This is an optimization exercise on Yosys and OpenROAD, whose aim is small area, a short achievable clock period and few clock cycles, not a production implementation.
No activity file was given, so power comes from the tool's default toggle rates.

==> inputs of v18 <==
Design icf_synth, start of the top module:
module icf_synth (
    input  wire        clk,
    input  wire        rst,
    input  wire        cmd_valid,
    output wire        cmd_ready,
    input  wire [1:0]  cmd_op,      
    input  wire [1:0]  cmd_ch,
    input  wire [2:0]  cmd_reg,
    input  wire [31:0] cmd_data,
    output reg         out_valid,
    output reg  [1:0]  out_ch,
    output reg  [15:0] out_val
);
clock: 30.0 ns
lec_check: 0
cap_margin: 20
core_margin: 2
core_utilization: 65
slew_margin: 20
synth_memory_max_bits: 16384
run.sh (not shown) runs the stock make flow with config.mk's settings and CLKGATE_MAP_FILE= SYNTH_SCRIPT=/design/flow/synth_recipe.tcl, a recipe that flattens the netlist after the stock synthesis.
==> inputs of v36, as changes to v18 <==
--- a/flow/design.v
+++ b/flow/design.v
@@ -624,37 +624,37 @@
     wire       ok_w0  = !hold_n && k_mode;
     wire       ok_w1  = !hold_n && k_inc;
     wire       ok_w2  = !hold_n && k_amp;
     wire       ok_w3  = !hold_n && k_off;
     wire       ok_w4  = !hold_n && k_omx;
     function cmd_ok;
         input [1:0] op;
         input [2:0] rg;
-        input [1:0] d;
+        input [1:0] ch;
         begin
             case (op)
                 OP_TICK, OP_START: cmd_ok = ok_t;
                 OP_WRITE:
                     case (rg)
-                        3'd0: cmd_ok = ok_w0 && d == 2'd0;
-                        3'd1: cmd_ok = ok_w1 && d == 2'd3;
-                        3'd2: cmd_ok = ok_w2 && d == 2'd2;
-                        3'd3: cmd_ok = ok_w3 && d == 2'd1;
-                        3'd4: cmd_ok = ok_w4 && d == 2'd0;
-                        3'd5: cmd_ok = ok_w0 && d == 2'd0;
+                        3'd0: cmd_ok = ok_w0 && ch == h_n;
+                        3'd1: cmd_ok = ok_w1 && ch == t_inc;
+                        3'd2: cmd_ok = ok_w2 && ch == t_amp;
+                        3'd3: cmd_ok = ok_w3 && ch == t_off;
+                        3'd4: cmd_ok = ok_w4 && ch == h_n;
+                        3'd5: cmd_ok = ok_w0 && ch == h_n;
                         default: cmd_ok = 1'b1;
                     endcase
                 default: cmd_ok = 1'b1;
             endcase
         end
     endfunction
     wire c_v   = rdy ? cmd_valid : (cq_v && !iss);
-    wire iss_n = rdy ? (cmd_valid && cmd_ok(cmd_op, cmd_reg, cmd_ch - h_n))
-                     : (cq_v && !iss && cmd_ok(cq_op, cq_reg, cq_ch - h_n));
+    wire iss_n = rdy ? (cmd_valid && cmd_ok(cmd_op, cmd_reg, cmd_ch))
+                     : (cq_v && !iss && cmd_ok(cq_op, cq_reg, cq_ch));
     always @(posedge clk) begin
         h <= rst ? 2'd0 : h + 2'd1;
         md0 <= md1; md1 <= md2; md2 <= md3;
         md3 <= we_mode ? wd[1:0] : md0;
         in0 <= in1; in1 <= in2; in3 <= in0;
         in2 <= we_inc ? wd : in3;
         am0 <= am1; am2 <= am3; am3 <= am0;
         am1 <= we_amp ? wd[15:0] : am2;
==> flow/flow/run.sh (new file) <==
#!/bin/bash
# The standard layout (standard synthesis unchanged), with ORFS's timing repair
# aimed at a slack of 23 ns, that is at paths of at most 7 ns within the 30 ns clock,
# and clock tree synthesis without dummy loads. The clock, the constraints and every
# other step are the standard ones.
set -euo pipefail
bash standard.sh synth > synth.log 2>&1
bash standard.sh finish SETUP_SLACK_MARGIN=23 \
  "CTS_ARGS=-sink_clustering_enable -repair_clock_nets -dont_use_dummy_load -buf_list {sky130_fd_sc_hd__clkbuf_4 sky130_fd_sc_hd__clkbuf_8}" \
  > layout.log 2>&1
==> flow/standard.sh (new file) <==
#!/bin/bash
# synth_recipe.tcl (not shown) runs the flow's synth.tcl, then flattens the netlist and writes it again
# the make line also repeats each setting of config.mk as NAME=value (left out here)
make -C /OpenROAD-flow-scripts/flow DESIGN_CONFIG=/design/flow/config.mk WORK_HOME=/design/flow/orfs CLKGATE_MAP_FILE= SYNTH_SCRIPT=/design/flow/synth_recipe.tcl "${@:-finish}"
ABC_AREA = 1   (was not set)
CTS_BUF_LIST = sky130_fd_sc_hd__clkbuf_4 sky130_fd_sc_hd__clkbuf_8   (was not set)
removed: flow/run.sh
==> inputs of v33, as changes to v18 <==
CORE_UTILIZATION = 40   (was 65)
==> inputs of v14, as changes to v18 <==
--- a/flow/design.v
+++ b/flow/design.v
@@ -624,37 +624,37 @@
     wire       ok_w0  = !hold_n && k_mode;
     wire       ok_w1  = !hold_n && k_inc;
     wire       ok_w2  = !hold_n && k_amp;
     wire       ok_w3  = !hold_n && k_off;
     wire       ok_w4  = !hold_n && k_omx;
     function cmd_ok;
         input [1:0] op;
         input [2:0] rg;
-        input [1:0] d;
+        input [1:0] ch;
         begin
             case (op)
                 OP_TICK, OP_START: cmd_ok = ok_t;
                 OP_WRITE:
                     case (rg)
-                        3'd0: cmd_ok = ok_w0 && d == 2'd0;
-                        3'd1: cmd_ok = ok_w1 && d == 2'd3;
-                        3'd2: cmd_ok = ok_w2 && d == 2'd2;
-                        3'd3: cmd_ok = ok_w3 && d == 2'd1;
-                        3'd4: cmd_ok = ok_w4 && d == 2'd0;
-                        3'd5: cmd_ok = ok_w0 && d == 2'd0;
+                        3'd0: cmd_ok = ok_w0 && ch == h_n;
+                        3'd1: cmd_ok = ok_w1 && ch == t_inc;
+                        3'd2: cmd_ok = ok_w2 && ch == t_amp;
+                        3'd3: cmd_ok = ok_w3 && ch == t_off;
+                        3'd4: cmd_ok = ok_w4 && ch == h_n;
+                        3'd5: cmd_ok = ok_w0 && ch == h_n;
                         default: cmd_ok = 1'b1;
                     endcase
                 default: cmd_ok = 1'b1;
             endcase
         end
     endfunction
     wire c_v   = rdy ? cmd_valid : (cq_v && !iss);
-    wire iss_n = rdy ? (cmd_valid && cmd_ok(cmd_op, cmd_reg, cmd_ch - h_n))
-                     : (cq_v && !iss && cmd_ok(cq_op, cq_reg, cq_ch - h_n));
+    wire iss_n = rdy ? (cmd_valid && cmd_ok(cmd_op, cmd_reg, cmd_ch))
+                     : (cq_v && !iss && cmd_ok(cq_op, cq_reg, cq_ch));
     always @(posedge clk) begin
         h <= rst ? 2'd0 : h + 2'd1;
         md0 <= md1; md1 <= md2; md2 <= md3;
         md3 <= we_mode ? wd[1:0] : md0;
         in0 <= in1; in1 <= in2; in3 <= in0;
         in2 <= we_inc ? wd : in3;
         am0 <= am1; am2 <= am3; am3 <= am0;
         am1 <= we_amp ? wd[15:0] : am2;
==> flow/flow/run.sh (new file) <==
#!/bin/bash
# The standard layout (standard synthesis unchanged), with ORFS's timing repair
# aimed at a slack of 23 ns, that is at paths of at most 7 ns within the 30 ns clock.
# The clock, the constraints and every other step are the standard ones.
set -euo pipefail
bash standard.sh synth > synth.log 2>&1
bash standard.sh finish SETUP_SLACK_MARGIN=23 > layout.log 2>&1
==> flow/standard.sh (new file) <==
#!/bin/bash
# synth_recipe.tcl (not shown) runs the flow's synth.tcl, then flattens the netlist and writes it again
# the make line also repeats each setting of config.mk as NAME=value (left out here)
make -C /OpenROAD-flow-scripts/flow DESIGN_CONFIG=/design/flow/config.mk WORK_HOME=/design/flow/orfs CLKGATE_MAP_FILE= SYNTH_SCRIPT=/design/flow/synth_recipe.tcl "${@:-finish}"
CTS_BUF_LIST = sky130_fd_sc_hd__clkbuf_4 sky130_fd_sc_hd__clkbuf_8   (was not set)
removed: flow/run.sh
==> comparison table <==
Result of the run: v36 finished clean; v33 finished clean; v18 finished clean; v14 finished clean
Total clock network power: v36 0.694 mW; v33 1.06 mW; v18 0.964 mW; v14 0.944 mW
Area of combinational cells with multiple inputs: v36 19900 um2; v33 22100 um2; v18 22100 um2; v14 22600 um2
Critical setup path kind: v36 reg2out; v33 in2reg; v18 in2reg; v14 reg2out
Clock Network Area Fraction: v36 3.64%; v33 6.23%; v18 5.74%; v14 5.80%
Utilization after layout: v36 70.4%; v33 45.0%; v18 72.0%; v14 71.7%
Max Clock Skew: v36 172 ps; v33 26.3 ps; v18 18.6 ps; v14 63.3 ps
Non-clk invs: v36 896; v33 325; v18 325; v14 331
Via count: v36 33.4k; v33 30.6k; v18 31.3k; v14 32.5k
Max FO, Critical Path: v36 1; v33 4; v18 4; v14 1
Synthesized-area fraction occupied by xor and xnor cells: v36 2.56%; v33 3.12%; v18 3.12%; v14 3.01%
Worst-path clk slew: v36 60 ps; v33 70 ps; v18 60 ps; v14 70 ps
Met1 track utilization from global routing: v36 49.9%; v33 29.7%; v18 46.5%; v14 46.7%
Switching share of power: v36 33.6%; v33 21.4%; v18 22.0%; v14 22.3%
No run of this note included a check of the RTL's function; only the layout flow was run.

separate check: timing with driven ports:
In the flow no input, the clock included, has a driving cell. The finished layouts below were timed again as built, in two steps. Step 1 (the two cells are an assumption about what drives the block):
set clk [get_ports {clk}]
set_driving_cell -lib_cell sky130_fd_sc_hd__clkbuf_16 $clk
set_driving_cell -lib_cell sky130_fd_sc_hd__buf_2 [delete_from_list [all_inputs] $clk]
Step 2 times the ports against the registers' clock, not the clock port: input delays grow and output delays shrink by t, the midpoint of the rising clock arrivals with the driver on. Slacks: ideal / step 1 / step 2; pairs: ideal / step 1.
| run | t (ns) | setup WS [ns] | cell pins on the clock port's net |
|---|---|---|---|
| v18 | 0.682 | 22.219 / 22.255 / 21.573 | 1 |
| v36 | 0.744 | 22.782 / 22.724 / 22.401 | 1 |
| v33 | 0.685 | 22.248 / 22.293 / 21.608 | 1 |
| v14 | 0.766 | 22.806 / 22.742 / 22.313 | 1 |
After both steps every run listed still meets setup and hold. The setup slack of v18, which loses most, moves by +0.036 ns with the drivers and by -0.646 ns with both steps.
